Background: an optimization exercise with open tools, aiming at small area. Do not read the settings as production practice.
The RTL was checked by simulation tests, not by an equivalence proof against the original design.
Power figures rest on the tool's default switching activity, not on a simulated workload.

==> flow/flow/run.sh <==
#!/bin/bash
# Standard ORFS layout (the standard.sh, standard synthesis unchanged) with two changes:
# - ports are buffered with the smallest buffer, sky130_fd_sc_hd__buf_1;
# - clock tree built from clkbuf_8 in small clusters, without dummy loads.
set -euo pipefail
bash standard.sh finish \
  "BUFFER_PORTS_ARGS=-buffer_cell sky130_fd_sc_hd__buf_1" \
  "CTS_ARGS=-sink_clustering_enable -repair_clock_nets -buf_list sky130_fd_sc_hd__clkbuf_8 -sink_clustering_size 20 -sink_clustering_max_diameter 40 -dont_use_dummy_load" \
  > standard_flow.log 2>&1
==> flow/standard.sh <==
#!/bin/bash
# synth_recipe.tcl (not shown) runs the flow's synth.tcl, then flattens the netlist and writes it again
# the make line also repeats each setting of config.mk as NAME=value (left out here)
make -C /OpenROAD-flow-scripts/flow DESIGN_CONFIG=/design/flow/config.mk WORK_HOME=/design/flow/orfs CLKGATE_MAP_FILE= SYNTH_SCRIPT=/design/flow/synth_recipe.tcl "${@:-finish}"
==> flow/config.mk <==
export PLATFORM = sky130hd
export DESIGN_NAME = cfc
export DESIGN_NICKNAME = cfc
export VERILOG_FILES = /design/flow/design.v
export SDC_FILE = /design/flow/constraint.sdc
export NUM_CORES = 4
export LEC_CHECK = 0
export CAP_MARGIN = 20
export CORE_MARGIN = 2
export CORE_UTILIZATION = 60
export SLEW_MARGIN = 20
==> flow/constraint.sdc <==
create_clock -name core_clock -period 10.0 [get_ports {clk}]
set_input_delay 2.0000 -clock core_clock [delete_from_list [all_inputs] [get_ports {clk}]]
set_output_delay 2.0000 -clock core_clock [all_outputs]
set_load 0.01 [all_outputs]
==> flow/design.v <==
module cfc (
    input  wire        clk,
    input  wire        rst,             
    input  wire        tx_we,
    input  wire [3:0]  tx_waddr,
    input  wire [15:0] tx_wdata,
    input  wire        start,
    input  wire [3:0]  start_cnt_m1,    
    input  wire [15:0] start_timeout,   
    input  wire        line_in,
    output reg         line_out,
    input  wire        abort_ok,
    input  wire [5:0]  rx_raddr,
    output wire [15:0] rx_rdata,
    output wire        busy,
    output reg         done,
    output reg  [1:0]  outcome,         
    output reg  [5:0]  rx_len,
    output wire        halted,
    output reg  [15:0] perrcnt
);
    localparam [2:0] S_IDLE = 3'b000;
    localparam [2:0] S_ARM  = 3'b001;
    localparam [2:0] S_FLY  = 3'b011;
    localparam [2:0] S_TD   = 3'b010;
    localparam [2:0] S_HALT = 3'b100;
    localparam [1:0] TX_PRE  = 2'd0;    
    localparam [1:0] TX_WORD = 2'd1;
    localparam [1:0] TX_END  = 2'd2;    
    localparam [1:0] TX_OFF  = 2'd3;
    localparam [2:0] RX_QUIET = 3'd0;
    localparam [2:0] RX_ARM   = 3'd1;
    localparam [2:0] RX_HIGH  = 3'd2;
    localparam [2:0] RX_Z     = 3'd3;
    localparam [2:0] RX_P1    = 3'd4;
    localparam [2:0] RX_P2    = 3'd5;
    localparam [2:0] RX_P3    = 3'd6;
    localparam [2:0] RX_FRAME = 3'd7;
    reg [2:0]   st;
    wire idle   = (st == S_IDLE);
    wire armed  = (st == S_ARM);
    wire fly    = (st == S_FLY);
    wire td     = (st == S_TD);
    wire hlt    = st[2];
    assign busy   = st[0] | st[1];
    assign halted = hlt;
    reg [9:0]   txb [0:15];
    always @(posedge clk)
        if (!rst && !busy && tx_we)
            txb[tx_waddr] <= tx_wdata[9:0];
    reg [319:0] rxr;        
    reg [4:0]  rq;
    reg [9:0]  rxs_sr;      
    reg [9:0]  rxh;         
    reg [4:0]  rxh_slot;
    reg        rxh_pend;
    wire [4:0] rxh_at = rxh_slot + rq + 5'd1;
    wire       rxh_go = rxh_pend && (rxh_at[3:0] == 4'd0);
    always @(posedge clk) begin
        rq <= rst ? 5'd0 : rq + 5'd1;
        rxr[159:10]  <= rxr[149:0];
        rxr[319:170] <= rxr[309:160];
        rxr[9:0]     <= (rxh_go && !rxh_at[4]) ? rxh : rxr[319:310];
        rxr[169:160] <= (rxh_go &&  rxh_at[4]) ? rxh : rxr[159:150];
    end
    wire [4:0] rx_pos = rx_raddr[4:0] + rq;
    wire [9:0] rx_word_out = (rxh_pend && rx_raddr[4:0] == rxh_slot) ? rxh : rxr[rx_pos*10 +: 10];
    assign rx_rdata = {6'd0, rx_word_out};
    reg [3:0]  ph;         
    reg [11:0] tblk;       
    reg        tfrac;      
    reg        term;       
    wire poll      = fly && (ph == 4'd0);
    wire t_expired = (tblk == 12'd0) && !tfrac;
    wire exit_done = poll && term;
    wire exit_to   = poll && !term && t_expired;
    wire run       = fly && !exit_done && !exit_to;
    reg [1:0] txs;
    reg [4:0] tp;
    reg [3:0] ti;
    reg [3:0] tcnt;
    wire [9:0] tw = txb[ti];
    wire [3:0] tq = tp[4:1];
    reg        tb_bit;
    always @* begin
        case (tq)
            4'd0:    tb_bit = 1'b1;
            4'd1:    tb_bit = tw[9];
            4'd2:    tb_bit = tw[8];
            4'd3:    tb_bit = tw[7];
            4'd4:    tb_bit = tw[6];
            4'd5:    tb_bit = tw[5];
            4'd6:    tb_bit = tw[4];
            4'd7:    tb_bit = tw[3];
            4'd8:    tb_bit = tw[2];
            4'd9:    tb_bit = tw[1];
            4'd10:   tb_bit = tw[0];
            default: tb_bit = ~^tw;
        endcase
    end
    reg tx_chip;
    always @* begin
        case (txs)
            TX_PRE:  tx_chip = (tp < 5'd19) ? ~tp[0] : (tp >= 5'd21);
            TX_WORD: tx_chip = tp[0] ? tb_bit : ~tb_bit;
            TX_END:  tx_chip = (tq == 4'd1);
            default: tx_chip = 1'b0;
        endcase
    end
    reg [2:0] rxs;
    reg [4:0] rc;          
    reg       rpar;        
    reg [5:0] rxwp;
    wire c       = line_in;
    wire rx_full = rxwp[5] & rxwp[0];       
    wire rc_last = (rc == 5'd23);
    always @(posedge clk) begin
        if (idle) begin
            tcnt  <= start_cnt_m1;
            tblk  <= start_timeout[15:4];
            tfrac <= |start_timeout[3:0];
        end
        if (armed)
            ph <= 4'd0;
        else if (run || (td && !abort_ok))
            ph <= ph + 4'd1;
        if (poll && !exit_done && !exit_to) begin
            if (tblk != 12'd0)
                tblk <= tblk - 12'd1;
            else
                tfrac <= 1'b0;
        end
        if (armed) begin
            txs <= TX_PRE;
            tp  <= 5'd9;
            ti  <= 4'd0;
        end else if (run) begin
            if (tp == 5'd23) begin
                tp <= 5'd0;
                case (txs)
                    TX_PRE:  txs <= TX_WORD;
                    TX_WORD: if (ti == tcnt) txs <= TX_END; else ti <= ti + 4'd1;
                    default: txs <= TX_OFF;
                endcase
            end else begin
                tp <= tp + 5'd1;
            end
        end
        if (rxh_go)
            rxh_pend <= 1'b0;
        if (armed) begin
            rxs  <= RX_QUIET;
            rxwp <= 6'd0;
            term <= 1'b0;
            rxh_pend <= 1'b0;
        end else if (run) begin
            case (rxs)
                RX_QUIET: if (!c) rxs <= RX_ARM;
                RX_ARM:   if (c)  rxs <= RX_HIGH;
                RX_HIGH:  if (!c) rxs <= RX_Z;
                RX_Z:     rxs <= c ? RX_HIGH : RX_P1;
                RX_P1:    rxs <= c ? RX_P2 : RX_ARM;
                RX_P2:    rxs <= c ? RX_P3 : RX_Z;
                RX_P3: begin
                    rc <= 5'd0;
                    rxs <= c ? RX_FRAME : RX_Z;
                end
                default: begin
                    rc <= rc_last ? 5'd0 : rc + 5'd1;
                    if (rc == 5'd0) begin
                        rpar <= c;
                    end else if (rc == 5'd1) begin
                        rpar <= 1'b0;
                        if (rpar || !c) begin
                            rxs <= RX_QUIET;
                            if (!rx_full) begin
                                if (!term)
                                    rx_len <= rxwp;
                                term <= 1'b1;
                                rxwp <= rxwp + 6'd1;
                            end
                        end
                    end else if (rc[0]) begin
                        if (rc_last) begin
                            if (!rx_full) begin
                                rxwp <= rxwp + 6'd1;
                                if (!term && !rxwp[5]) begin
                                    rxh      <= rxs_sr;
                                    rxh_slot <= rxwp[4:0];
                                    rxh_pend <= 1'b1;
                                end
                                if (c == rpar && perrcnt != 16'hFFFF)
                                    perrcnt <= perrcnt + 16'd1;
                            end
                        end else begin
                            rpar <= rpar ^ c;
                            rxs_sr <= {rxs_sr[8:0], c};
                        end
                    end
                end
            endcase
        end
        done     <= 1'b0;
        line_out <= run & tx_chip;
        case (st)
            S_IDLE: if (start) st <= S_ARM;
            S_ARM:  st <= S_FLY;
            S_FLY: begin
                if (exit_done || exit_to) begin
                    st      <= S_TD;
                    outcome <= {1'b0, exit_to};
                end
            end
            S_TD: begin
                if (abort_ok) begin
                    st   <= S_IDLE;
                    done <= 1'b1;
                end else if (ph[2:0] == 3'd7) begin
                    st      <= S_HALT;
                    outcome <= 2'd2;
                    done    <= 1'b1;
                end
            end
            S_HALT: if (start) done <= 1'b1;
            default: st <= S_IDLE;
        endcase
        if (rst) begin
            st       <= S_IDLE;
            line_out <= 1'b0;
            done     <= 1'b0;
            outcome  <= 2'd0;
            rx_len   <= 6'd0;
            perrcnt  <= 16'd0;
        end
    end
endmodule
==> results of run 1 <==
==> cell type report <==
cell class / count / share of cell area [%]
Clock buffer: 66 / 4.02
Inverter: 20 / 0.332
Multi-Input combinational cell: 664 / 29.7
Sequential cell: 592 / 61.1
Tap cell: 455 / 2.52
Timing Repair Buffer: 112 / 2.36
==> cells by family after synthesis <==
logic type	Yosys count	share of synthesized area [%]
simple gates	273	6.32
mux	199	18.5
xor+xnor	50	2.17
buf+inv	84	1.82
compound gates	113	3.46
fa+ha+maj	23	1.42
other cells	1	0.0180
flops	592	66.3
==> how the worst max path moves through the flow <==
stage | start | endpoint | slack (ps) | cells after the start
final | rx_raddr[0] | rx_rdata[0] | 2500 | 9
after global routing | rx_raddr[0] | rx_rdata[0] | 2340 | 9
after CTS | rx_raddr[0] | rx_rdata[0] | 2430 | 9
after detailed placement | rx_raddr[0] | rx_rdata[0] | 2420 | 9
after global placement | rx_raddr[0] | rx_rdata[0] | 2420 | 9
after floorplan | rx_raddr[0] | rx_rdata[0] | 3700 | 8
==> through the flow <==
stage	setup slack [ps]	instances	utilization [%]	hold slack [ps]
2_1_floorplan	3700	1340	-	326
3_3_place_gp	2420	1843	63.1	329
3_5_place_dp	2420	1843	63.1	331
4_1_cts	2430	1909	65.7	317
5_1_grt	2340	1909	65.7	321
6_report	2500	1909	65.7	316
==> worst max-delay path: stages <==
cell,delay [ps]
buf_1,130
ha_4,190
fa_4,1340
buf_4,470
mux4_2,360
mux4_2,480
mux2i_1,150
o21ai_0,170
buf_1,210
==> cell usage in the layout, fill, tap and decap left out, drive strengths merged, types with 5 or more instances in the layout <==
cell	synthesis	routed
nor3	22	22
xnor2	26	26
nand3b	5	5
and2	5	5
nor2b	14	14
nand2b	9	9
nand4	10	10
inv	19	19
and3	6	6
xor2	23	23
nand2	52	52
mux2	20	20
edfxtp	195	195
a211oi	6	6
a21oi	37	37
dfxtp	397	397
mux4	144	144
conb	1	6
a311oi	5	5
nand3	22	22
o21ai	29	29
a22oi	8	8
nor4	7	7
or3	14	14
clkbuf	37	67
nor2	94	94
ha	22	22
mux2i	35	35
buf	27	111
==> registers in the layout, indices dropped and copies added (netlist names), 2 cells and up, named ones only <==
register  cells
rxwp          6
rxr         320
tblk         12
st            3
outcome       2
ph            4
rc            5
rxh_slot      5
rx_len        6
ti            4
txb         160
rxs_sr       10
tp            5
rq            5
perrcnt      16
tcnt          4
txs           2
rxs           3
rxh          10
==> routing by layer <==
layer / share of wire, % / global-route usage, %
met5: 0 / 0
met1: 46 / 30.9
met4: 2.4 / 6.77
met2: 47 / 34.2
met3: 5.0 / 4.62
==> power groups by stage <==
stage | sequential [mW] | combinational, mW | clock [mW]
finish | 2.52 | 0.234 | 1.32
global placement | 2.57 | 0.237 | 0
global route | 2.52 | 0.258 | 1.46
CTS | 2.52 | 0.240 | 1.37
detailed placement | 2.57 | 0.239 | 0
floorplan | 2.57 | 0.176 | 0
==> results.json, run 1 <==
{
  "fillers": 2493,
  "fin_skew_ps": 59.7,
  "ctsHoldBuffers": 0,
  "gp_congestion": 0.774,
  "slew_viol_final": 0,
  "grt_max_degree": 58,
  "hpwl_um": 23900,
  "cts.clk_slew.worst_paths_ps": 80,
  "finalCriticalPeriod_ps": 7500,
  "syn_area_per_cell_sq_um": 15.6,
  "drcViolationCount": 0,
  "hold_end": "rxr[233]$_DFF_P_",
  "worst_pin_slew_ps": 1050,
  "synthesis.area_sq_um": 20800,
  "worst-endpoint-arrival_ps": 5500,
  "hold_start": "rxr[223]$_DFF_P_",
  "rsz0062_at_grt": "no",
  "grt_pass1_wl_um": 60700,
  "drv_cap": 0,
  "pwr-share-comb_pct": 5.7,
  "powerDensity_nw_per_um2": 180,
  "h-tree-depth": 3,
  "nets": 1531,
  "start_util_pct": 60.6,
  "num_rows": 68,
  "drt-total-wl_um": 38000,
  "finalHoldViolations": 0,
  "io_pins": 96,
  "synth_top_area_cell": "dfxtp_1",
  "ys_warn_count": 1,
  "antenna_left": 0,
  "switchingPower_uw": 892,
  "final_layout_size_suffix_gt1_share_pct": 18.4,
  "syn_inst": 1335,
  "first_pass_iters": 7,
  "ys_top_cells_by_count": "dfxtp_1 (397), edfxtp_1 (195), mux4_2 (135), nor2_1 (94), nand2_1 (52)",
  "setup_violations": 0,
  "grt_overflow": 0,
  "p_total_mw": 4.08,
  "async_flop_share_pct": 0,
  "peakVddDrop_mv": 0.137,
  "post_cts_buffers": 0,
  "yosysTopAreaCellShare_pct": 38.2,
  "fin_area_sq_um": 22600,
  "dieArea_sq_um": 36200,
  "antenna_found_initial": 0,
  "yosysMostFrequentCell": "dfxtp_1",
  "synth_edf_count": 195,
  "outcome": "finished clean",
  "placed_cell_area_sq_um": 21700,
  "netSwitchingFraction_pct": 21.9,
  "drt-initial-drc-count": 649,
  "clock-root-buffer": "clkbuf_8",
  "seq_power_share_pct": 61.8,
  "end_kind": "primary output",
  "max_freq_mhz": 133,
  "finalSetupTns_ps": 0,
  "r2r_slack_ps": 6640,
  "cp-start-kind": "primary input",
  "fin_crit_sh_pct": 75.0,
  "multi_input_area_sq_um": 6710,
  "path_class": "in -> out",
  "required_ps": 8000,
  "wl_per_cell_um": 19.9,
  "r2r_cells": 9,
  "area_growth_pct": 8.53,
  "worstPathMaxFanout": 57,
  "hold_path_depth": 0,
  "reg2reg_to": "line_out$_SDFF_PP0_",
  "cts_tree": "done",
  "antennaDiodeCount": 0,
  "p_leak_nw": 7.90,
  "cts_buffers": 66,
  "ys_ff_latch": 592,
  "min_path_type": "reg -> reg",
  "regArea_sq_um": 13800,
  "synthDistinctLibCells": 60,
  "core_area_sq_um": 34400,
  "clock_latency_ps": 610,
  "first_global_vias": 11200,
  "fp.dieH_um": 190,
  "cts_sinks": 592,
  "die_x_um": 190,
  "vias_per_cell": 5.72,
  "yosysSeqAreaShare_pct": 66.3,
  "track_usage_pct": 21.8,
  "max-slew-margin-rel_pct": 29.3,
  "p_int_mw": 3.18,
  "yosys-top-cells-area": "dfxtp_1 (38%), edfxtp_1 (28%), mux4_2 (15%)",
  "clkPwrFrac_pct": 32.4,
  "cts_resized": 0,
  "io_buffers": 82,
  "synth_flop_cell": "dfxtp_1",
  "vias": 10900,
  "clk_path_buf_depth": 3
}
==> run 2, diff against run 1 <==
--- a/flow/flow/run.sh
+++ b/flow/flow/run.sh
@@ -5,5 +5,5 @@
 set -euo pipefail
 bash standard.sh finish \
   "BUFFER_PORTS_ARGS=-buffer_cell sky130_fd_sc_hd__buf_1" \
-  "CTS_ARGS=-sink_clustering_enable -repair_clock_nets -buf_list sky130_fd_sc_hd__clkbuf_8 -sink_clustering_size 20 -sink_clustering_max_diameter 40 -dont_use_dummy_load" \
+  "CTS_ARGS=-sink_clustering_enable -repair_clock_nets -buf_list sky130_fd_sc_hd__clkbuf_8 -sink_clustering_size 18 -sink_clustering_max_diameter 60 -dont_use_dummy_load" \
   > standard_flow.log 2>&1
--- a/flow/config.mk
+++ b/flow/config.mk
@@ -7,5 +7,5 @@
 export LEC_CHECK = 0
 export CAP_MARGIN = 20
 export CORE_MARGIN = 2
-export CORE_UTILIZATION = 60
+export CORE_UTILIZATION = 40
 export SLEW_MARGIN = 20
==> results.json, run 2 <==
{
  "worstPathMaxFanout": 62,
  "ctsHoldBuffers": 0,
  "r2r_slack_ps": 6490,
  "finalHoldViolations": 0,
  "antennaDiodeCount": 0,
  "pwr-share-comb_pct": 6.1,
  "yosysMostFrequentCell": "dfxtp_1",
  "peakVddDrop_mv": 0.108,
  "crit_family": "adder cells",
  "max_freq_mhz": 133,
  "p_leak_nw": 7.73,
  "crit_path_start": "rx_raddr[0]",
  "clock-root-buffer": "clkbuf_8",
  "nets": 1506,
  "min_path_type": "reg -> reg",
  "drt-total-wl_um": 38500,
  "ys_top_cells_by_count": "dfxtp_1 (397), edfxtp_1 (195), mux4_2 (135), nor2_1 (94), nand2_1 (52)",
  "largest_reg_flops": 320,
  "cts_resized": 0,
  "synth_flop_cell": "dfxtp_1",
  "gp_congestion": 0.763,
  "hpwl_um": 24000,
  "synth_edf_count": 195,
  "seq_power_share_pct": 65.5,
  "top_register": "rxr",
  "vias": 10700,
  "synthesis.area_sq_um": 20800,
  "final_layout_size_suffix_gt1_share_pct": 16.9,
  "cp-start-kind": "primary input",
  "first_pass_iters": 7,
  "track_usage_pct": 14.7,
  "outcome": "finished clean",
  "holdWs_ps": 316,
  "h-tree-depth": 2,
  "fp.dieH_um": 232,
  "slew_viol_final": 0,
  "drcViolationCount": 0,
  "powerDensity_nw_per_um2": 170,
  "multi_input_area_sq_um": 6710,
  "cp-endpoint": "rx_rdata[6]",
  "ys_ff_latch": 592,
  "cts_tree": "done",
  "vias_per_cell": 5.09,
  "path_cells": "buf_1 -> ha_4 -> fa_4 -> buf_4 -> mux4_2 -> mux4_2 -> mux2i_1 -> o21ai_0 -> buf_1",
  "grt_max_degree": 81,
  "first_global_vias": 11200,
  "path_depth": 9,
  "setup_violations": 0,
  "grt_overflow": 0,
  "io_buffers": 82,
  "path_buf_inv": 3,
  "syn_area_per_cell_sq_um": 15.6,
  "netSwitchingFraction_pct": 22.4,
  "max-slew-margin-rel_pct": 27.2,
  "clk_path_buf_depth": 3,
  "syn_inst": 1335,
  "fillers": 4590,
  "antenna_left": 0,
  "synth_top_area_cell": "dfxtp_1",
  "async_flop_share_pct": 0,
  "p_int_mw": 2.98,
  "finalSetupTns_ps": 0,
  "fin_skew_ps": 72.9,
  "ys_warn_count": 1,
  "regArea_sq_um": 13800,
  "drt-initial-drc-count": 631,
  "grt_pass1_wl_um": 62300,
  "worst-endpoint-arrival_ps": 5550,
  "io_pins": 96,
  "drv_cap": 0,
  "worst_pin_slew_ps": 1080,
  "post_cts_buffers": 0,
  "yosys-top-cells-area": "dfxtp_1 (38%), edfxtp_1 (28%), mux4_2 (15%)",
  "required_ps": 8000,
  "cts_sinks": 592,
  "fin_crit_sh_pct": 75.5,
  "r2r_cells": 9,
  "clock_latency_ps": 640,
  "area_growth_pct": 8.36,
  "antenna_found_initial": 0,
  "path_class": "in -> out",
  "cts.clk_slew.worst_paths_ps": 100,
  "yosysTopAreaCellShare_pct": 38.2,
  "start_util_pct": 40.5,
  "reg2reg_to": "line_out$_SDFF_PP0_",
  "num_rows": 83,
  "dieArea_sq_um": 53900,
  "end_kind": "primary output",
  "cts_buffers": 43,
  "yosysSeqAreaShare_pct": 66.3,
  "hold_path_depth": 0,
  "reg.largest.list": "rxr: 320 flops, txb: 160 flops, perrcnt: 16 flops",
  "clkPwrFrac_pct": 28.3,
  "final_cell_mix": "dfxtp_1 (395), edfxtp_1 (195), mux4_2 (135), nor2_1 (92), buf_1 (81)",
  "core_area_sq_um": 51400,
  "synthDistinctLibCells": 60,
  "switchingPower_uw": 862,
  "die_x_um": 232,
  "max_stage_delay_ps": 1420,
  "rsz0062_at_grt": "no",
  "critPathSlowestCell": "fa_4",
  "final_common_cell": "dfxtp_1",
  "finalCriticalPeriod_ps": 7550,
  "wl_per_cell_um": 18.3
}
run 2: cell count changes in the layout (fill, tap and decap cells not counted):
cell / change
a2111oi_0: -1
clkbuf_8: -23
buf_4: -3
a2111oi_1: +1
buf_12: +1
run 2: worst min-delay path by stage:
| stage | startpoint | slack (ps) | endpoint |
|---|---|---|---|
| final | rxr[177]$_DFF_P_ | 320 | rxr[187]$_DFF_P_ |
| after global routing | rxr[177]$_DFF_P_ | 300 | rxr[187]$_DFF_P_ |
| after CTS | rxr[177]$_DFF_P_ | 310 | rxr[187]$_DFF_P_ |
| after detailed placement | rxr[187]$_DFF_P_ | 330 | rxr[197]$_DFF_P_ |
| after global placement | rxr[19]$_DFF_P_ | 330 | rxr[29]$_DFF_P_ |
| after floorplan | rxr[100]$_DFF_P_ | 330 | rxr[110]$_DFF_P_ |
run 2: per-stage QoR:
stage,utilization (%),setup slack (ps),instances,instance area (sq um),total power [mW]
floorplan,-,3700,1340,20800,2.74
global placement,42.7,2410,2066,22000,2.81
detailed placement,42.7,2400,2066,22000,2.82
CTS,43.9,2410,2109,22600,3.90
global route,43.9,2280,2109,22600,4.01
finish,43.9,2450,2109,22600,3.84
run 2: area by class of cell:
cell class	instances	area share, %
Multi-Input combinational cell	664	29.7
Inverter	20	0.333
Clock buffer	43	2.62
Timing Repair Buffer	110	2.36
Tap cell	680	3.77
Sequential cell	592	61.2
run 2: kinds of logic (layout without fill, tap and decap cells):
group | after synthesis | count (layout) | synth area share [%]
compound gates | 113 | 113 | 3.46
xor+xnor | 50 | 50 | 2.17
fa+ha+maj | 23 | 23 | 1.42
buf+inv | 84 | 173 | 1.82
flops | 592 | 592 | 66.3
mux | 199 | 199 | 18.5
other cells | 1 | 6 | 0.0180
simple gates | 273 | 273 | 6.32
run 2: power by group through the flow:
stage / Combinational [mW] / Clock [mW] / Sequential [mW]
after detailed placement: 0.243 / 0 / 2.57
after global placement: 0.238 / 0 / 2.57
after floorplan: 0.176 / 0 / 2.57
final: 0.236 / 1.09 / 2.52
after global routing: 0.260 / 1.23 / 2.52
after CTS: 0.243 / 1.14 / 2.52
run 2: routing by layer:
| layer | global-route usage (%) | part of all wire (%) | vias up |
|---|---|---|---|
| met5 | 0 | 0 | - |
| met1 | 20.2 | 47 | 5415 |
| li1 | - | - | 5134 |
| met3 | 2.87 | 4.1 | 49 |
| met4 | 3.75 | 1.7 | 0 |
| met2 | 23.8 | 47 | 147 |
==> run 3, diff against run 2 <==
--- a/flow/design.v
+++ b/flow/design.v
@@ -52,9 +52,11 @@
     reg [4:0]  rq;
     reg [9:0]  rxs_sr;      
     reg [9:0]  rxh;         
-    reg [4:0]  rxh_slot;
+    reg [5:0]  rxwp;        
+    reg        term;        
     reg        rxh_pend;
-    wire [4:0] rxh_at = rxh_slot + rq + 5'd1;
+    wire [4:0] rxh_base = term ? rx_len[4:0] : rxwp[4:0];
+    wire [4:0] rxh_at = rxh_base + rq;
     wire       rxh_go = rxh_pend && (rxh_at[3:0] == 4'd0);
     always @(posedge clk) begin
         rq <= rst ? 5'd0 : rq + 5'd1;
@@ -64,12 +66,11 @@
         rxr[169:160] <= (rxh_go &&  rxh_at[4]) ? rxh : rxr[159:150];
     end
     wire [4:0] rx_pos = rx_raddr[4:0] + rq;
-    wire [9:0] rx_word_out = (rxh_pend && rx_raddr[4:0] == rxh_slot) ? rxh : rxr[rx_pos*10 +: 10];
+    wire [9:0] rx_word_out = (rxh_pend && rx_raddr[4:0] + 5'd1 == rxh_base) ? rxh : rxr[rx_pos*10 +: 10];
     assign rx_rdata = {6'd0, rx_word_out};
     reg [3:0]  ph;         
     reg [11:0] tblk;       
     reg        tfrac;      
-    reg        term;       
     wire poll      = fly && (ph == 4'd0);
     wire t_expired = (tblk == 12'd0) && !tfrac;
     wire exit_done = poll && term;
@@ -110,7 +111,6 @@
     reg [2:0] rxs;
     reg [4:0] rc;          
     reg       rpar;        
-    reg [5:0] rxwp;
     wire c       = line_in;
     wire rx_full = rxwp[5] & rxwp[0];       
     wire rc_last = (rc == 5'd23);
@@ -186,7 +186,6 @@
                                 rxwp <= rxwp + 6'd1;
                                 if (!term && !rxwp[5]) begin
                                     rxh      <= rxs_sr;
-                                    rxh_slot <= rxwp[4:0];
                                     rxh_pend <= 1'b1;
                                 end
                                 if (c == rpar && perrcnt != 16'hFFFF)
--- a/flow/flow/run.sh
+++ b/flow/flow/run.sh
@@ -5,5 +5,5 @@
 set -euo pipefail
 bash standard.sh finish \
   "BUFFER_PORTS_ARGS=-buffer_cell sky130_fd_sc_hd__buf_1" \
-  "CTS_ARGS=-sink_clustering_enable -repair_clock_nets -buf_list sky130_fd_sc_hd__clkbuf_8 -sink_clustering_size 18 -sink_clustering_max_diameter 60 -dont_use_dummy_load" \
+  "CTS_ARGS=-sink_clustering_enable -repair_clock_nets -buf_list sky130_fd_sc_hd__clkbuf_16 -sink_clustering_size 30 -sink_clustering_max_diameter 80 -dont_use_dummy_load" \
   > standard_flow.log 2>&1
==> results.json, run 3 <==
{
  "required_ps": 8000,
  "nets": 1477,
  "switchingPower_uw": 855,
  "synth_top_area_cell": "dfxtp_1",
  "finalCriticalPeriod_ps": 7560,
  "synth_xor_xnor_area_share_pct": 2.23,
  "min_path_type": "reg -> reg",
  "dieArea_sq_um": 53400,
  "num_rows": 83,
  "hold_start": "rxr[32]$_DFF_P_",
  "worst-endpoint-arrival_ps": 5560,
  "yosysMostFrequentCell": "dfxtp_1",
  "cts_resized": 0,
  "rsz0062_at_grt": "no",
  "critPathSlowestCell": "fa_4",
  "r2r_slack_ps": 6120,
  "synth_compound_area_share_pct": 4.05,
  "ys_ff_latch": 587,
  "synthesis.area_sq_um": 20600,
  "io_buffers": 82,
  "yosys.area_share.simple_pct": 6.28,
  "p_int_mw": 3.06,
  "final_cell_mix": "dfxtp_1 (396), edfxtp_1 (190), mux4_2 (140), nor2_1 (106), buf_1 (81)",
  "drt-initial-drc-count": 658,
  "core_area_sq_um": 51200,
  "met3_usage_pct": 2.36,
  "antennaDiodeCount": 0,
  "clkPwrFrac_pct": 29.9,
  "synth_top_family_by_area": "multiplexers",
  "hold_path_depth": 0,
  "syn_area_per_cell_sq_um": 15.5,
  "largest_reg_flops": 320,
  "slew_viol_final": 0,
  "die_x_um": 231,
  "cp-start-kind": "primary input",
  "drv_cap": 0,
  "worstPathMaxFanout": 51,
  "seq_power_share_pct": 63.9,
  "max_freq_mhz": 132,
  "io_pins": 96,
  "clock-root-buffer": "clkbuf_16",
  "fp.dieH_um": 231,
  "final_common_cell": "dfxtp_1",
  "p_leak_nw": 7.70,
  "top_register": "rxr",
  "top_usage_layer": "met2",
  "synthDistinctLibCells": 65,
  "finalSetupTns_ps": 0,
  "placed_cells": 2051,
  "r2r_cells": 10,
  "drt-total-wl_um": 38000,
  "first_pass_iters": 4,
  "grt_pass1_wl_um": 61100,
  "peakVddDrop_mv": 0.145,
  "grt_use_met2_pct": 23.5,
  "end_kind": "primary output",
  "path_class": "in -> out",
  "async_flop_share_pct": 0,
  "grt_max_degree": 52,
  "synth_edf_count": 190,
  "worst_pin_slew_ps": 1100,
  "finalHoldViolations": 0,
  "pwr-share-comb_pct": 6.2,
  "fin_skew_ps": 62.8,
  "synth_adder_area_share_pct": 1.59,
  "track_usage_pct": 14.3,
  "netSwitchingFraction_pct": 21.8,
  "vias_per_cell": 5.15,
  "yosysTopAreaCellShare_pct": 38.5,
  "fin_crit_sh_pct": 75.6,
  "final_layout_size_suffix_gt1_share_pct": 16.7,
  "cts_sinks": 587,
  "setup_violations": 0,
  "vias": 10700,
  "clock_latency_ps": 600,
  "ctsHoldBuffers": 0,
  "post_cts_buffers": 0,
  "clk_path_buf_depth": 3,
  "antenna_left": 0,
  "ys_top_cells_by_count": "dfxtp_1 (397), edfxtp_1 (190), mux4_2 (140), nor2_1 (110), a21oi_1 (43)",
  "hold_end": "rxr[42]$_DFF_P_",
  "ys_warn_count": 1,
  "area_growth_pct": 8.47,
  "hpwl_um": 24300,
  "antenna_found_initial": 0,
  "powerDensity_nw_per_um2": 175,
  "outcome": "finished clean",
  "cts.clk_slew.worst_paths_ps": 110,
  "yosys-top-cells-area": "dfxtp_1 (38%), edfxtp_1 (28%), mux4_2 (15%)",
  "h-tree-depth": 1,
  "max-slew-margin-rel_pct": 26.3,
  "path_cells": "buf_1 -> ha_4 -> fa_4 -> buf_4 -> mux4_2 -> mux4_2 -> mux2i_1 -> a21oi_1 -> buf_1",
  "cts_tree": "done",
  "cts_buffers": 27,
  "reg2reg_to": "rxr[169]$_DFF_P_",
  "grt_overflow": 0,
  "reg.largest.list": "rxr: 320 flops, txb: 160 flops, perrcnt: 16 flops",
  "gp_congestion": 0.805,
  "r2r-start": "term$_SDFFE_PP0P_",
  "muxShareOfSynthArea_pct": 17.8,
  "wl_per_cell_um": 18.3,
  "yosysSeqAreaShare_pct": 66.1,
  "fin_cells": 2078,
  "syn_inst": 1333,
  "first_global_vias": 10900,
  "max_stage_delay_ps": 1320,
  "drcViolationCount": 0,
  "synth_flop_cell": "dfxtp_1",
  "start_util_pct": 40.3,
  "met1_usage_pct": 20.1
}
[run 3: cell types whose count changed after synthesis, sizes merged, moves of 5 or more]
cell	previous run	this run
a21oi	37	43
nand2	52	37
mux2i	35	27
nor2b	14	9
nor2	94	110
a22oi	8	16
o21ai	29	17
edfxtp	195	190
nand2b	9	4
[run 3: metal layers]
metal	share of wire [%]	up-vias
li1	-	5091
met1	48	5428
met2	47	139
met3	3.6	40
met4	1.8	0
met5	0	-
[run 3: stage by stage]
step           util (%)  hold WS (ps)  worst slack [ps]  cell area (sq um)  total power, mW
6_report           43.7           330              2440              22400             3.92
3_3_place_gp       42.4           330              2380              21700             2.80
2_1_floorplan         -           326              3720              20700             2.73
5_1_grt            43.7           334              2290              22400             4.07
3_5_place_dp       42.4           332              2410              21700             2.80
4_1_cts            43.7           330              2420              22400             3.96
[run 3: power groups by stage]
stage	registers (mW)	logic (mW)	clock network [mW]
2_1_floorplan	2.55	0.182	0
3_3_place_gp	2.55	0.245	0
3_5_place_dp	2.56	0.249	0
4_1_cts	2.50	0.249	1.21
5_1_grt	2.51	0.271	1.29
6_report	2.50	0.244	1.17
[run 3: worst max-delay path by stage]
stage                      startpoint  cells after the start          end  slack, ps
after floorplan           rx_raddr[0]                      8  rx_rdata[0]       3720
after global placement    rx_raddr[0]                      9  rx_rdata[5]       2380
after detailed placement  rx_raddr[0]                      9  rx_rdata[5]       2410
after CTS                 rx_raddr[0]                      9  rx_rdata[5]       2420
after global routing      rx_raddr[0]                      9  rx_rdata[5]       2290
final                     rx_raddr[0]                      9  rx_rdata[8]       2440
[run 3: cells by family (layout without fill, tap and decap cells)]
family / after synthesis / in the layout
muxes: 190 / 190
AOI/OAI and AO/OA: 124 / 124
other: 1 / 6
xor gates and xnor gates: 51 / 51
adders and majority gates: 25 / 25
DFF: 587 / 587
buffers and inverters: 86 / 146
and+or+nand+nor: 269 / 269
[run 3: layout make-up]
type	instances	area, sq um
clock buffers	27	676
fillers	4568	28800
inverters	22	82.6
multi-input cells	665	6700
flip-flops and latches	587	13700
well taps	680	851
repair buffers	97	425
[run 3: critical path: cells and delay by family]
family | cells | cell delay [ps]
compound gates | 1 | 90
mux | 3 | 1040
fa+ha+maj | 2 | 1530
buf+inv | 3 | 870
==> run 4, diff against run 3 <==
--- a/flow/flow/run.sh
+++ b/flow/flow/run.sh
@@ -5,5 +5,5 @@
 set -euo pipefail
 bash standard.sh finish \
   "BUFFER_PORTS_ARGS=-buffer_cell sky130_fd_sc_hd__buf_1" \
-  "CTS_ARGS=-sink_clustering_enable -repair_clock_nets -buf_list sky130_fd_sc_hd__clkbuf_16 -sink_clustering_size 30 -sink_clustering_max_diameter 80 -dont_use_dummy_load" \
+  "CTS_ARGS=-sink_clustering_enable -repair_clock_nets -buf_list {sky130_fd_sc_hd__clkbuf_4 sky130_fd_sc_hd__clkbuf_8 sky130_fd_sc_hd__clkbuf_16} -sink_clustering_size 20 -sink_clustering_max_diameter 60 -dont_use_dummy_load" \
   > standard_flow.log 2>&1
==> results.json, run 4 <==
{
  "finalHoldViolations": 0,
  "final_layout_size_suffix_gt1_share_pct": 17.5,
  "grt_overflow": 0,
  "ctsHoldBuffers": 0,
  "reg.largest.list": "rxr: 320 flops, txb: 160 flops, perrcnt: 16 flops",
  "num_rows": 83,
  "synthesis.area_sq_um": 20600,
  "cts_buffers": 40,
  "vias": 10900,
  "holdWs_ps": 309,
  "clock-root-buffer": "clkbuf_16",
  "min_path_type": "reg -> reg",
  "grt_max_degree": 52,
  "drt-total-wl_um": 38400,
  "async_flop_share_pct": 0,
  "vias_per_cell": 5.20,
  "core_area_sq_um": 51200,
  "fp.dieH_um": 231,
  "rsz0062_at_grt": "no",
  "outcome": "finished clean",
  "setup_violations": 0,
  "yosys-top-cells-area": "dfxtp_1 (38%), edfxtp_1 (28%), mux4_2 (15%)",
  "clkPwrFrac_pct": 34.5,
  "seq_power_share_pct": 59.7,
  "antenna_left": 0,
  "post_cts_buffers": 0,
  "die_x_um": 231,
  "yosysSeqAreaShare_pct": 66.1,
  "cts_tree": "done",
  "track_usage_pct": 14.6,
  "cts_sinks": 587,
  "required_ps": 8000,
  "end_kind": "primary output",
  "dieArea_sq_um": 53400,
  "final_util_pct": 44.4,
  "max-slew-margin-rel_pct": 25.6,
  "finalSetupTns_ps": 0,
  "fin_area_sq_um": 22700,
  "area_growth_pct": 10.0,
  "drcViolationCount": 0,
  "drt-initial-drc-count": 546,
  "p_leak_nw": 7.86,
  "worst-endpoint-arrival_ps": 5550,
  "clock_latency_ps": 560,
  "fin_skew_ps": 40.7,
  "syn_area_per_cell_sq_um": 15.5,
  "placed_cell_area_sq_um": 21700,
  "cp-start-kind": "primary input",
  "clk_path_buf_depth": 3,
  "fin_crit_sh_pct": 75.5,
  "max_freq_mhz": 132,
  "switchingPower_uw": 902,
  "antenna_found_initial": 0,
  "worstPathMaxFanout": 51,
  "p_int_mw": 3.29,
  "p_total_mw": 4.19,
  "largest_reg_flops": 320,
  "grt_pass1_wl_um": 61900,
  "slew_viol_final": 0,
  "finalCriticalPeriod_ps": 7550,
  "start_util_pct": 40.3,
  "powerDensity_nw_per_um2": 184,
  "io_buffers": 82,
  "final_cell_mix": "dfxtp_1 (396), edfxtp_1 (190), mux4_2 (140), nor2_1 (106), buf_1 (81)",
  "first_pass_iters": 5,
  "worst_pin_slew_ps": 1110,
  "pwr-share-comb_pct": 5.8,
  "nets": 1490,
  "yosysMostFrequentCell": "dfxtp_1",
  "drv_cap": 0,
  "cts_resized": 0,
  "h-tree-depth": 2,
  "path_class": "in -> out",
  "cts.clk_slew.worst_paths_ps": 70,
  "first_global_vias": 11100,
  "syn_inst": 1333,
  "wl_per_cell_um": 18.4,
  "hold_path_depth": 0,
  "fillers": 4541,
  "ys_ff_latch": 587,
  "yosysTopAreaCellShare_pct": 38.5,
  "synth_top_area_cell": "dfxtp_1",
  "gp_congestion": 0.805,
  "final_common_cell": "dfxtp_1",
  "synth_edf_count": 190,
  "ys_warn_count": 1,
  "top_register": "rxr",
  "hpwl_um": 24300,
  "peakVddDrop_mv": 0.139,
  "netSwitchingFraction_pct": 21.5,
  "r2r_cells": 10,
  "ys_top_cells_by_count": "dfxtp_1 (397), edfxtp_1 (190), mux4_2 (140), nor2_1 (110), a21oi_1 (43)",
  "antennaDiodeCount": 0,
  "io_pins": 96,
  "synth_flop_cell": "dfxtp_1",
  "synthDistinctLibCells": 65
}
-- run 4: cell counts after synthesis --
No cell type changed its count.
-- run 4: worst paths after layout --
kind,startpoint,to,slack [ps]
worst max-delay path,rx_raddr[0],rx_rdata[5],2450
worst max register to register,term$_SDFFE_PP0P_,rxr[167]$_DFF_P_,5990
worst min register to register,rxr[122]$_DFF_P_,rxr[132]$_DFF_P_,310
worst min-delay path,rxr[122]$_DFF_P_,rxr[132]$_DFF_P_,310
-- run 4: critical path, stage by stage --
cell and delay [ps]:
buf_1 170, ha_4 210, fa_4 1310, buf_4 530, mux4_2 370, mux4_2 490, mux2i_1 140, a21oi_1 120
buf_1 190
-- run 4: cells by family (layout without fill, tap and decap cells) --
logic type                 Yosys count  count (layout)  share of synthesized area [%]
DFF                                587             587                           66.1
and+or+nand+nor                    269             269                           6.28
muxes                              190             190                           17.8
AOI/OAI and AO/OA                  124             124                           4.05
buffers and inverters               86             159                           1.85
xor gates and xnor gates            51              51                           2.23
adders and majority gates           25              25                           1.59
other                                1               6                         0.0182
-- run 4: per-stage QoR --
stage | cells | setup WS, ps
after global placement | 2050 | 2380
after CTS | 2091 | 2410
final | 2091 | 2450
after global routing | 2091 | 2280
after floorplan | 1338 | 3720
after detailed placement | 2051 | 2410
-- run 4: area by class of cell --
type / count / area [sq um] / share of cell area [%]
tap: 680 / 851 / 3.74
timing repair buffer: 97 / 425 / 1.87
clock buffer: 40 / 1000 / 4.41
multi-input combinational: 665 / 6710 / 29.5
inverter: 22 / 82.6 / 0.363
sequential: 587 / 13700 / 60.1
-- run 4: routing by layer --
| layer | vias to the layer above | track usage, % | part of all wire, % |
|---|---|---|---|
| met5 | - | 0 | 0 |
| met1 | 5530 | 20.1 | 46 |
| met3 | 49 | 3.21 | 4.5 |
| met2 | 165 | 23.7 | 47 |
| met4 | 0 | 3.75 | 2.1 |
| li1 | 5125 | - | - |
-- run 4: power by group through the flow --
stage | Combinational [mW] | Sequential, mW | Clock, mW
after floorplan | 0.182 | 2.55 | 0
after CTS | 0.249 | 2.50 | 1.49
after global routing | 0.271 | 2.50 | 1.58
after detailed placement | 0.249 | 2.56 | 0
final | 0.244 | 2.50 | 1.44
after global placement | 0.245 | 2.55 | 0
==> run 5, diff against run 4 <==
==> flow/flow/run.sh (replaced) <==
#!/bin/bash
# Standard ORFS layout (the standard.sh, standard synthesis unchanged) with two changes:
# - ports are buffered with the smallest buffer, sky130_fd_sc_hd__buf_1;
# - clock tree built from clkbuf_8 in small clusters, without dummy loads.
set -euo pipefail
bash standard.sh finish \
  "BUFFER_PORTS_ARGS=-buffer_cell sky130_fd_sc_hd__buf_1" \
  "CTS_ARGS=-sink_clustering_enable -repair_clock_nets -buf_list sky130_fd_sc_hd__clkbuf_4 -sink_clustering_size 10 -sink_clustering_max_diameter 40 -dont_use_dummy_load" \
  > standard_flow.log 2>&1
==> results.json, run 5 <==
{
  "synth_compound_area_share_pct": 4.05,
  "reg.largest.list": "rxr: 320 flops, txb: 160 flops, perrcnt: 16 flops",
  "yosys.area_share.simple_pct": 6.28,
  "first_global_vias": 11400,
  "path_class": "in -> out",
  "drt-total-wl_um": 38700,
  "critPathSlowestCell": "fa_4",
  "post_cts_buffers": 0,
  "area_growth_pct": 8.20,
  "syn_area_per_cell_sq_um": 15.5,
  "yosys-top-cells-area": "dfxtp_1 (38%), edfxtp_1 (28%), mux4_2 (15%)",
  "wl_per_cell_um": 18.1,
  "h-tree-depth": 3,
  "nets": 1532,
  "clock-root-buffer": "clkbuf_4",
  "final_layout_size_suffix_gt1_share_pct": 19.8,
  "met3_usage_pct": 3.88,
  "muxShareOfSynthArea_pct": 17.8,
  "fillers": 4632,
  "max_stage_delay_ps": 1310,
  "io_buffers": 82,
  "final_cell_mix": "dfxtp_1 (396), edfxtp_1 (190), mux4_2 (140), nor2_1 (106), clkbuf_4 (82)",
  "end_kind": "primary output",
  "yosysTopAreaCellShare_pct": 38.5,
  "fp.dieH_um": 231,
  "max-slew-margin-rel_pct": 24.1,
  "regArea_sq_um": 13700,
  "num_rows": 83,
  "synth_edf_count": 190,
  "dieArea_sq_um": 53400,
  "crit_family": "adder cells",
  "syn_inst": 1333,
  "final_common_cell": "dfxtp_1",
  "synth_flop_cell": "dfxtp_1",
  "clock_latency_ps": 810,
  "cts.clk_slew.worst_paths_ps": 100,
  "p_total_mw": 3.84,
  "grt_max_degree": 52,
  "synth_top_family_by_area": "multiplexers",
  "ys_top_cells_by_count": "dfxtp_1 (397), edfxtp_1 (190), mux4_2 (140), nor2_1 (110), a21oi_1 (43)",
  "antenna_left": 0,
  "track_usage_pct": 14.9,
  "hpwl_um": 24300,
  "ctsHoldBuffers": 0,
  "setup_violations": 0,
  "synth_adder_area_share_pct": 1.59,
  "path_cells": "buf_1 -> ha_4 -> fa_4 -> buf_4 -> mux4_2 -> mux4_2 -> mux2i_1 -> a21oi_1 -> buf_1",
  "synth_xor_xnor_area_share_pct": 2.23,
  "rsz0062_at_grt": "no",
  "largest_reg_flops": 320,
  "worst-endpoint-arrival_ps": 5530,
  "cts_buffers": 82,
  "yosysMostFrequentCell": "dfxtp_1",
  "peakVddDrop_mv": 0.104,
  "grt_use_met2_pct": 23.5,
  "io_pins": 96,
  "grt_overflow": 0,
  "cts_tree": "done",
  "fin_crit_sh_pct": 75.3,
  "cts_sinks": 587,
  "start_util_pct": 40.3,
  "die_x_um": 231,
  "fin_skew_ps": 98.5,
  "vias": 11100,
  "first_pass_iters": 4,
  "synth_top_area_cell": "dfxtp_1",
  "grt_pass1_wl_um": 62400,
  "max_freq_mhz": 133,
  "r2r_slack_ps": 6090,
  "cts_resized": 0,
  "cp-start-kind": "primary input",
  "finalCriticalPeriod_ps": 7530,
  "met1_usage_pct": 20.0,
  "async_flop_share_pct": 0,
  "synthDistinctLibCells": 65,
  "yosysSeqAreaShare_pct": 66.1,
  "multi_input_area_sq_um": 6700,
  "core_area_sq_um": 51200,
  "worst_pin_slew_ps": 1130,
  "placed_cell_area_sq_um": 21700,
  "finalHoldViolations": 0,
  "ys_warn_count": 1,
  "vias_per_cell": 5.19,
  "path_depth": 9,
  "clk_path_buf_depth": 3,
  "slew_viol_final": 0,
  "drt-initial-drc-count": 529,
  "fin_area_sq_um": 22300,
  "p_leak_nw": 7.74,
  "drcViolationCount": 0,
  "top_usage_layer": "met2",
  "antenna_found_initial": 2,
  "top_register": "rxr",
  "finalSetupTns_ps": 0,
  "path_buf_inv": 3,
  "r2r_cells": 10,
  "required_ps": 8000,
  "ys_ff_latch": 587,
  "worstPathMaxFanout": 51,
  "outcome": "finished clean",
  "drv_cap": 0,
  "synthesis.area_sq_um": 20600,
  "powerDensity_nw_per_um2": 172,
  "gp_congestion": 0.805,
  "min_path_type": "reg -> reg",
  "hold_path_depth": 0
}
run 5: cell types whose count changed in the layout (fill, tap and decap cells not counted), sizes merged:
cell    change
clkbuf     +42
diode       +2
run 5: report_power, final:
part	internal [mW]	switching (mW)	total (mW)
Sequential	2.48	0.0240	2.50
Combinational	0.101	0.143	0.244
Clock	0.377	0.721	1.10
run 5: cells by family (layout without fill, tap and decap cells):
kind of cell | after synthesis | count (layout)
mux | 190 | 190
other cells | 1 | 8
fa+ha+maj | 25 | 25
simple gates | 269 | 269
buf+inv | 86 | 201
flops | 587 | 587
xor+xnor | 51 | 51
compound gates | 124 | 124
run 5: path summary, 6_finish.rpt:
check,start,end
worst min-delay path,rxr[193]$_DFF_P_,rxr[203]$_DFF_P_
worst min register to register,rxr[193]$_DFF_P_,rxr[203]$_DFF_P_
worst max register to register,term$_SDFFE_PP0P_,rxr[167]$_DFF_P_
worst max-delay path,rx_raddr[0],rx_rdata[5]
run 5: final cells by class:
class	instances	share of cell area [%]
flip-flops and latches	587	61.1
diodes	2	0.0224
well taps	680	3.81
inverters	22	0.370
clock buffers	82	2.76
multi-input cells	665	30.0
repair buffers	97	1.90
run 5: through the flow:
stage | cells | util, % | hold slack (ps) | worst slack, ps
global route | 2135 | 43.6 | 279 | 2290
global placement | 2050 | 42.4 | 330 | 2380
floorplan | 1338 | - | 326 | 3720
CTS | 2133 | 43.6 | 276 | 2420
detailed placement | 2051 | 42.4 | 332 | 2410
finish | 2135 | 43.6 | 292 | 2470
run 5: worst register-to-register path: cells and delay by family (launching register included):
kind            cells  cell delay (ps)
buf+inv             1               90
flops               1              670
simple gates        3             1360
mux                 2              920
fa+ha+maj           1              280
compound gates      2              360
xor+xnor            1               80
run 5: per-layer routing:
metal	routed length, um	part of all wire (%)
met5	0	0
met4	859	2.2
met3	1740	4.5
met2	18200	47
met1	17900	46
==> run 6, diff against run 5 <==
--- a/flow/flow/run.sh
+++ b/flow/flow/run.sh
@@ -5,5 +5,5 @@
 set -euo pipefail
 bash standard.sh finish \
   "BUFFER_PORTS_ARGS=-buffer_cell sky130_fd_sc_hd__buf_1" \
-  "CTS_ARGS=-sink_clustering_enable -repair_clock_nets -buf_list sky130_fd_sc_hd__clkbuf_4 -sink_clustering_size 10 -sink_clustering_max_diameter 40 -dont_use_dummy_load" \
+  "CTS_ARGS=-sink_clustering_enable -repair_clock_nets -buf_list sky130_fd_sc_hd__clkbuf_8 -sink_clustering_size 20 -sink_clustering_max_diameter 60 -dont_use_dummy_load" \
   > standard_flow.log 2>&1
==> results.json, run 6 <==
{
  "synthDistinctLibCells": 65,
  "clk_path_buf_depth": 3,
  "async_flop_share_pct": 0,
  "vias_per_cell": 5.15,
  "worst_pin_slew_ps": 1120,
  "max_freq_mhz": 132,
  "synth_flop_cell": "dfxtp_1",
  "ys_warn_count": 1,
  "grt_pass1_wl_um": 61400,
  "setup_violations": 0,
  "synthesis.area_sq_um": 20600,
  "yosysSeqAreaShare_pct": 66.1,
  "seq_power_share_pct": 66.0,
  "area_growth_pct": 7.86,
  "p_int_mw": 2.94,
  "ctsHoldBuffers": 0,
  "fin_crit_sh_pct": 75.5,
  "pwr-share-comb_pct": 6.4,
  "fin_area_sq_um": 22300,
  "cp-start-kind": "primary input",
  "drt-initial-drc-count": 509,
  "first_global_vias": 11000,
  "synth_top_area_cell": "dfxtp_1",
  "drcViolationCount": 0,
  "fin_skew_ps": 62.4,
  "worst-endpoint-arrival_ps": 5550,
  "final_layout_size_suffix_gt1_share_pct": 17.4,
  "p_leak_nw": 7.65,
  "io_buffers": 82,
  "cts_resized": 0,
  "finalHoldViolations": 0,
  "outcome": "finished clean",
  "antenna_left": 0,
  "fp.dieH_um": 231,
  "io_pins": 96,
  "top_register": "rxr",
  "cts.clk_slew.worst_paths_ps": 100,
  "hpwl_um": 24300,
  "cts_sinks": 587,
  "r2r-start": "term$_SDFFE_PP0P_",
  "cts_buffers": 40,
  "path_class": "in -> out",
  "yosysTopAreaCellShare_pct": 38.5,
  "track_usage_pct": 14.5,
  "setup_ws_ps": 2450,
  "netSwitchingFraction_pct": 22.5,
  "final_common_cell": "dfxtp_1",
  "largest_reg_flops": 320,
  "reg.largest.list": "rxr: 320 flops, txb: 160 flops, perrcnt: 16 flops",
  "vias": 10800,
  "clock-root-buffer": "clkbuf_8",
  "start_util_pct": 40.3,
  "antennaDiodeCount": 0,
  "ys_ff_latch": 587,
  "pre_cts_slack_ps": 2410,
  "core_area_sq_um": 51200,
  "r2r_cells": 10,
  "end_kind": "primary output",
  "worstPathMaxFanout": 51,
  "rsz0062_at_grt": "no",
  "nets": 1490,
  "grt_max_degree": 52,
  "r2r_slack_ps": 6070,
  "syn_area_per_cell_sq_um": 15.5,
  "hold_path_depth": 0,
  "ys_top_cells_by_count": "dfxtp_1 (397), edfxtp_1 (190), mux4_2 (140), nor2_1 (110), a21oi_1 (43)",
  "clock_latency_ps": 630,
  "finalSetupTns_ps": 0,
  "grt_overflow": 0,
  "num_rows": 83,
  "synth_edf_count": 190,
  "slew_viol_final": 0,
  "antenna_found_initial": 0,
  "min_path_type": "reg -> reg",
  "dieArea_sq_um": 53400,
  "switchingPower_uw": 852,
  "yosys-top-cells-area": "dfxtp_1 (38%), edfxtp_1 (28%), mux4_2 (15%)",
  "powerDensity_nw_per_um2": 170,
  "fillers": 4602,
  "clkPwrFrac_pct": 27.6,
  "reg2reg_to": "rxr[167]$_DFF_P_",
  "h-tree-depth": 2,
  "required_ps": 8000,
  "first_pass_iters": 4,
  "peakVddDrop_mv": 0.117,
  "max-slew-margin-rel_pct": 25.0,
  "finalCriticalPeriod_ps": 7550,
  "die_x_um": 231,
  "hold_start": "rxr[122]$_DFF_P_",
  "syn_inst": 1333,
  "wl_per_cell_um": 18.3,
  "gp_congestion": 0.805,
  "yosysMostFrequentCell": "dfxtp_1",
  "final_cell_mix": "dfxtp_1 (396), edfxtp_1 (190), mux4_2 (140), nor2_1 (106), buf_1 (81)",
  "placed_cell_area_sq_um": 21700,
  "drt-total-wl_um": 38200,
  "drv_cap": 0,
  "post_cts_buffers": 0,
  "cts_tree": "done",
  "hold_end": "rxr[132]$_DFF_P_"
}
-- run 6: cell counts after synthesis --
No cell type changed its count.
-- run 6: per-layer routing --
| metal | up-vias | track usage (%) | part of all wire [%] |
|---|---|---|---|
| met4 | 0 | 3.79 | 2.2 |
| met2 | 155 | 23.3 | 47 |
| li1 | 5113 | - | - |
| met1 | 5448 | 20.0 | 47 |
| met5 | - | 0 | 0 |
| met3 | 56 | 3.20 | 4.5 |
-- run 6: layout make-up --
cell class	count	area, sq um	share of cell area [%]
Timing Repair Buffer	97	425	1.91
Tap cell	680	851	3.82
Sequential cell	587	13700	61.3
Inverter	22	82.6	0.371
Multi-Input combinational cell	665	6700	30.1
Clock buffer	40	551	2.47
-- run 6: power by group through the flow --
stage	Sequential [mW]	Combinational, mW	Clock (mW)
after detailed placement	2.56	0.249	0
after global routing	2.51	0.271	1.18
after floorplan	2.55	0.182	0
final	2.50	0.244	1.05
after global placement	2.55	0.245	0
after CTS	2.50	0.249	1.09
-- run 6: worst max-delay path by stage --
stage,start,end,slack [ps]
6_report,rx_raddr[0],rx_rdata[5],2450
5_1_grt,rx_raddr[0],rx_rdata[5],2290
4_1_cts,rx_raddr[0],rx_rdata[5],2420
3_5_place_dp,rx_raddr[0],rx_rdata[5],2410
3_3_place_gp,rx_raddr[0],rx_rdata[5],2380
2_1_floorplan,rx_raddr[0],rx_rdata[0],3720
-- run 6: cells by family after synthesis --
logic type | share of synthesized area [%]
AND/OR/NAND/NOR | 6.28
multiplexers | 17.8
flip-flops | 66.1
XOR/XNOR | 2.23
other | 0.0182
buffers and inverters | 1.85
adder cells (fa/ha/maj) | 1.59
AO/OA/AOI/OAI | 4.05
-- run 6: worst max-delay path, stage by stage --
cell	delay (ps)
buf_1	170
ha_4	210
fa_4	1320
buf_4	530
mux4_2	360
mux4_2	480
mux2i_1	140
a21oi_1	120
buf_1	190
-- run 6: through the flow --
stage | std cells | hold WS, ps | total power, mW | util [%]
5_1_grt | 2091 | 313 | 3.96 | 43.5
2_1_floorplan | 1338 | 326 | 2.73 | -
3_5_place_dp | 2051 | 332 | 2.80 | 42.4
6_report | 2091 | 296 | 3.79 | 43.5
3_3_place_gp | 2050 | 330 | 2.80 | 42.4
4_1_cts | 2091 | 302 | 3.84 | 43.5
==> run 7, diff against run 6 <==
--- a/flow/config.mk
+++ b/flow/config.mk
@@ -5,7 +5,7 @@
 export SDC_FILE = /design/flow/constraint.sdc
 export NUM_CORES = 4
 export LEC_CHECK = 0
-export CAP_MARGIN = 20
+export CAP_MARGIN = 0
 export CORE_MARGIN = 2
 export CORE_UTILIZATION = 40
-export SLEW_MARGIN = 20
+export SLEW_MARGIN = 0
==> results.json, run 7 <==
{
  "outcome": "finished clean",
  "grt_overflow": 0,
  "fillers": 4578,
  "cts_resized": 0,
  "final_common_cell": "dfxtp_1",
  "finalHoldViolations": 0,
  "finalSetupTns_ps": 0,
  "ys_warn_count": 1,
  "syn_area_per_cell_sq_um": 15.5,
  "clk_path_buf_depth": 3,
  "required_ps": 8000,
  "vias_per_cell": 5.12,
  "peakVddDrop_mv": 0.105,
  "core_area_sq_um": 51200,
  "cts.clk_slew.worst_paths_ps": 100,
  "grt_pass1_wl_um": 61500,
  "drt-initial-drc-count": 526,
  "worstPathMaxFanout": 51,
  "yosysTopAreaCellShare_pct": 38.5,
  "max_stage_delay_ps": 1310,
  "clock-root-buffer": "clkbuf_8",
  "worst_pin_slew_ps": 1210,
  "antenna_left": 0,
  "cts_tree": "done",
  "area_growth_pct": 7.84,
  "grt_max_degree": 52,
  "cts_sinks": 587,
  "drt-total-wl_um": 38200,
  "slew_viol_final": 0,
  "synthesis.area_sq_um": 20600,
  "yosysMostFrequentCell": "dfxtp_1",
  "largest_reg_flops": 320,
  "top_register": "rxr",
  "final_cell_mix": "dfxtp_1 (396), edfxtp_1 (190), mux4_2 (140), nor2_1 (109), buf_1 (81)",
  "clock_latency_ps": 630,
  "r2r_slack_ps": 6130,
  "cts_buffers": 41,
  "async_flop_share_pct": 0,
  "yosysSeqAreaShare_pct": 66.1,
  "h-tree-depth": 2,
  "final_layout_size_suffix_gt1_share_pct": 17.2,
  "synthDistinctLibCells": 65,
  "end_kind": "primary output",
  "powerDensity_nw_per_um2": 171,
  "die_x_um": 231,
  "path_cells": "buf_1 -> ha_4 -> fa_4 -> buf_4 -> mux4_2 -> mux4_2 -> mux2i_1 -> a21oi_1 -> buf_1",
  "critPathSlowestCell": "fa_4",
  "start_util_pct": 40.3,
  "num_rows": 83,
  "worst-endpoint-arrival_ps": 5540,
  "fin_skew_ps": 65.6,
  "yosys-top-cells-area": "dfxtp_1 (38%), edfxtp_1 (28%), mux4_2 (15%)",
  "post_cts_buffers": 0,
  "wl_per_cell_um": 18.3,
  "max-slew-margin-rel_pct": 19.4,
  "path_class": "in -> out",
  "p_leak_nw": 7.65,
  "p_total_mw": 3.81,
  "antenna_found_initial": 0,
  "nets": 1490,
  "max_freq_mhz": 133,
  "min_path_type": "reg -> reg",
  "vias": 10700,
  "reg.largest.list": "rxr: 320 flops, txb: 160 flops, perrcnt: 16 flops",
  "drv_cap": 0,
  "syn_inst": 1333,
  "finalCriticalPeriod_ps": 7540,
  "dieArea_sq_um": 53400,
  "track_usage_pct": 14.5,
  "synth_top_area_cell": "dfxtp_1",
  "io_buffers": 82,
  "synth_flop_cell": "dfxtp_1",
  "io_pins": 96,
  "cp-start-kind": "primary input",
  "hpwl_um": 24300,
  "gp_congestion": 0.805,
  "ys_ff_latch": 587,
  "antennaDiodeCount": 0,
  "fin_crit_sh_pct": 75.4,
  "first_pass_iters": 5,
  "ys_top_cells_by_count": "dfxtp_1 (397), edfxtp_1 (190), mux4_2 (140), nor2_1 (110), a21oi_1 (43)",
  "drcViolationCount": 0,
  "ctsHoldBuffers": 0,
  "first_global_vias": 11100,
  "setup_violations": 0,
  "synth_edf_count": 190,
  "rsz0062_at_grt": "no",
  "fp.dieH_um": 231
}
## run 7: cell count changes in the layout (fill, tap and decap cells not counted)
cell,delta
nor2_1,+3
buf_6,-1
nor2_2,-3
clkbuf_8,+1
## run 7: per-stage QoR
step | worst slack, ps | cells | hold slack, ps | util (%) | instance area (sq um)
after CTS | 2420 | 2091 | 260 | 43.5 | 22300
after floorplan | 3720 | 1338 | 326 | - | 20700
after global placement | 2380 | 2050 | 330 | 42.4 | 21700
after detailed placement | 2410 | 2050 | 332 | 42.4 | 21700
final | 2460 | 2091 | 278 | 43.5 | 22300
after global routing | 2290 | 2091 | 289 | 43.5 | 22300
## run 7: path summary, 6_finish.rpt
| path | cells past startpoint | from | endpoint |
|---|---|---|---|
| hold / removal | 0 | rxr[202]$_DFF_P_ | rxr[212]$_DFF_P_ |
| hold reg to reg | 0 | rxr[202]$_DFF_P_ | rxr[212]$_DFF_P_ |
| setup reg to reg | 10 | term$_SDFFE_PP0P_ | rxr[162]$_DFF_P_ |
| setup / recovery | 9 | rx_raddr[0] | rx_rdata[5] |
## run 7: final cells by class
| class | count | area, sq um | area share (%) |
|---|---|---|---|
| Clock buffer | 41 | 564 | 2.53 |
| Inverter | 22 | 82.6 | 0.371 |
| Multi-Input combinational cell | 665 | 6700 | 30.1 |
| Sequential cell | 587 | 13700 | 61.3 |
| Tap cell | 680 | 851 | 3.82 |
| Timing Repair Buffer | 96 | 414 | 1.86 |
## run 7: metal layers
metal	vias up	GRT usage [%]	wire, um
met1	5374	19.7	17700
li1	5107	-	-
met5	-	0	0
met4	0	3.91	872
met3	59	3.27	1730
met2	170	23.6	17900
## run 7: report_power, final
| part | switching (mW) | internal, mW |
|---|---|---|
| combinational | 0.142 | 0.101 |
| sequential | 0.0239 | 2.48 |
| clock | 0.692 | 0.370 |
## run 7: cells by family after synthesis
logic type / count (synthesis) / synth area share, %
xor+xnor: 51 / 2.23
simple gates: 269 / 6.28
fa+ha+maj: 25 / 1.59
buf+inv: 86 / 1.85
flops: 587 / 66.1
other cells: 1 / 0.0182
mux: 190 / 17.8
compound gates: 124 / 4.05
## run 7: worst max-delay path: cells and delay by family
kind / cells / cell delay, ps
AO/OA/AOI/OAI: 1 / 120
adder cells (fa/ha/maj): 2 / 1520
buffers and inverters: 3 / 890
multiplexers: 3 / 990
==> run 8, diff against run 7 <==
--- a/flow/flow/run.sh
+++ b/flow/flow/run.sh
@@ -5,5 +5,5 @@
 set -euo pipefail
 bash standard.sh finish \
   "BUFFER_PORTS_ARGS=-buffer_cell sky130_fd_sc_hd__buf_1" \
-  "CTS_ARGS=-sink_clustering_enable -repair_clock_nets -buf_list sky130_fd_sc_hd__clkbuf_8 -sink_clustering_size 20 -sink_clustering_max_diameter 60 -dont_use_dummy_load" \
+  "CTS_ARGS=-sink_clustering_enable -repair_clock_nets -buf_list sky130_fd_sc_hd__clkbuf_8 -sink_clustering_size 18 -sink_clustering_max_diameter 60 -dont_use_dummy_load" \
   > standard_flow.log 2>&1
--- a/flow/config.mk
+++ b/flow/config.mk
@@ -5,7 +5,7 @@
 export SDC_FILE = /design/flow/constraint.sdc
 export NUM_CORES = 4
 export LEC_CHECK = 0
-export CAP_MARGIN = 0
+export CAP_MARGIN = 20
 export CORE_MARGIN = 2
 export CORE_UTILIZATION = 40
-export SLEW_MARGIN = 0
+export SLEW_MARGIN = 20
==> results.json, run 8 <==
{
  "finalCriticalPeriod_ps": 7550,
  "synth_flop_cell": "dfxtp_1",
  "synth_adder_area_share_pct": 1.59,
  "cp-start-kind": "primary input",
  "path_class": "in -> out",
  "worst_pin_slew_ps": 1120,
  "first_global_vias": 11100,
  "min_path_type": "reg -> reg",
  "r2r_slack_ps": 6070,
  "clock_latency_ps": 640,
  "end_kind": "primary output",
  "nets": 1492,
  "ys_top_cells_by_count": "dfxtp_1 (397), edfxtp_1 (190), mux4_2 (140), nor2_1 (110), a21oi_1 (43)",
  "p_leak_nw": 7.67,
  "ctsHoldBuffers": 0,
  "antenna_left": 0,
  "regArea_sq_um": 13700,
  "fp.dieH_um": 231,
  "clock-root-buffer": "clkbuf_8",
  "io_pins": 96,
  "die_x_um": 231,
  "num_rows": 83,
  "antenna_found_initial": 0,
  "synth_compound_area_share_pct": 4.05,
  "synth_edf_count": 190,
  "grt_max_degree": 52,
  "largest_reg_flops": 320,
  "h-tree-depth": 2,
  "final_util_pct": 43.5,
  "outcome": "finished clean",
  "final_common_cell": "dfxtp_1",
  "drcViolationCount": 0,
  "powerDensity_nw_per_um2": 171,
  "synthesis.area_sq_um": 20600,
  "post_cts_buffers": 0,
  "rsz0062_at_grt": "no",
  "top_register": "rxr",
  "fin_skew_ps": 72.5,
  "start_util_pct": 40.3,
  "syn_inst": 1333,
  "ys_warn_count": 1,
  "drt-total-wl_um": 38300,
  "cts_buffers": 42,
  "reg.largest.list": "rxr: 320 flops, txb: 160 flops, perrcnt: 16 flops",
  "yosysMostFrequentCell": "dfxtp_1",
  "slew_viol_final": 0,
  "setup_violations": 0,
  "yosys.area_share.simple_pct": 6.28,
  "grt_overflow": 0,
  "clk_path_buf_depth": 3,
  "worstPathMaxFanout": 51,
  "grt_pass1_wl_um": 61800,
  "core_area_sq_um": 51200,
  "vias_per_cell": 5.15,
  "ys_ff_latch": 587,
  "max-slew-margin-rel_pct": 25.1,
  "io_buffers": 82,
  "vias": 10800,
  "max_freq_mhz": 132,
  "holdWs_ps": 301,
  "area_growth_pct": 7.99,
  "drv_cap": 0,
  "hpwl_um": 24300,
  "dieArea_sq_um": 53400,
  "required_ps": 8000,
  "finalSetupTns_ps": 0,
  "antennaDiodeCount": 0,
  "fin_crit_sh_pct": 75.5,
  "synthDistinctLibCells": 65,
  "gp_congestion": 0.805,
  "muxShareOfSynthArea_pct": 17.8,
  "cts.clk_slew.worst_paths_ps": 100,
  "async_flop_share_pct": 0,
  "cts_sinks": 587,
  "first_pass_iters": 5,
  "cts_resized": 0,
  "track_usage_pct": 14.6,
  "drt-initial-drc-count": 554,
  "fillers": 4597,
  "final_layout_size_suffix_gt1_share_pct": 17.6,
  "wl_per_cell_um": 18.3,
  "placed_cell_area_sq_um": 21700,
  "final_cell_mix": "dfxtp_1 (396), edfxtp_1 (190), mux4_2 (140), nor2_1 (106), buf_1 (81)",
  "cts_tree": "done",
  "yosys-top-cells-area": "dfxtp_1 (38%), edfxtp_1 (28%), mux4_2 (15%)",
  "syn_area_per_cell_sq_um": 15.5,
  "fin_area_sq_um": 22300,
  "worst-endpoint-arrival_ps": 5550,
  "synth_top_family_by_area": "multiplexers",
  "synth_xor_xnor_area_share_pct": 2.23,
  "peakVddDrop_mv": 0.107,
  "synth_top_area_cell": "dfxtp_1",
  "yosysSeqAreaShare_pct": 66.1,
  "finalHoldViolations": 0,
  "yosysTopAreaCellShare_pct": 38.5,
  "multi_input_area_sq_um": 6700
}
[run 8: cell counts after synthesis]
No cell type changed its count.
[run 8: power by group]
| part | total, mW | switching [mW] | leakage, nW | internal, mW |
|---|---|---|---|---|
| clock network | 1.07 | 0.695 | 0.302 | 0.379 |
| registers | 2.50 | 0.0239 | 4.92 | 2.48 |
| logic | 0.244 | 0.143 | 2.45 | 0.101 |
| total | 3.82 | 0.861 | 7.67 | 2.96 |
[run 8: per-stage QoR]
stage	total power, mW	instances	setup WS (ps)
4_1_cts	3.87	2093	2420
3_5_place_dp	2.80	2051	2410
6_report	3.82	2093	2450
3_3_place_gp	2.80	2050	2380
5_1_grt	3.98	2093	2290
2_1_floorplan	2.73	1338	3720
[run 8: area by class of cell]
class	count	area share [%]
Tap cell	680	3.82
Inverter	22	0.370
Sequential cell	587	61.2
Multi-Input combinational cell	665	30.1
Timing Repair Buffer	97	1.91
Clock buffer	42	2.59
[run 8: path summary, 6_finish.rpt]
kind | end | from | cells after the start
setup / recovery | rx_rdata[5] | rx_raddr[0] | 9
setup reg to reg | rxr[169]$_DFF_P_ | term$_SDFFE_PP0P_ | 10
hold / removal | rxr[270]$_DFF_P_ | rxr[260]$_DFF_P_ | 0
hold reg to reg | rxr[270]$_DFF_P_ | rxr[260]$_DFF_P_ | 0
[run 8: critical path, stage by stage]
cell	delay [ps]
buf_1	170
ha_4	210
fa_4	1310
buf_4	540
mux4_2	360
mux4_2	490
mux2i_1	140
a21oi_1	120
buf_1	190
[run 8: layer usage]
layer / wire length (um) / vias to the layer above / global-route usage, %
met5: 0 / - / 0
met4: 817 / 0 / 4.19
met3: 1490 / 54 / 2.82
met2: 18000 / 170 / 23.6
met1: 18100 / 5447 / 20.1
li1: - / 5110 / -
[run 8: cell families after synthesis]
group           after synthesis
flops                       587
fa+ha+maj                    25
compound gates              124
simple gates                269
other cells                   1
buf+inv                      86
xor+xnor                     51
mux                         190

Check on run 8: ideal ports give 2.452 ns setup slack; a clkbuf_16 on the clock port and buf_2 on the inputs give 2.415 ns; moving port delays by the midpoint clock arrival (0.639 ns) as well gives 2.415 ns.
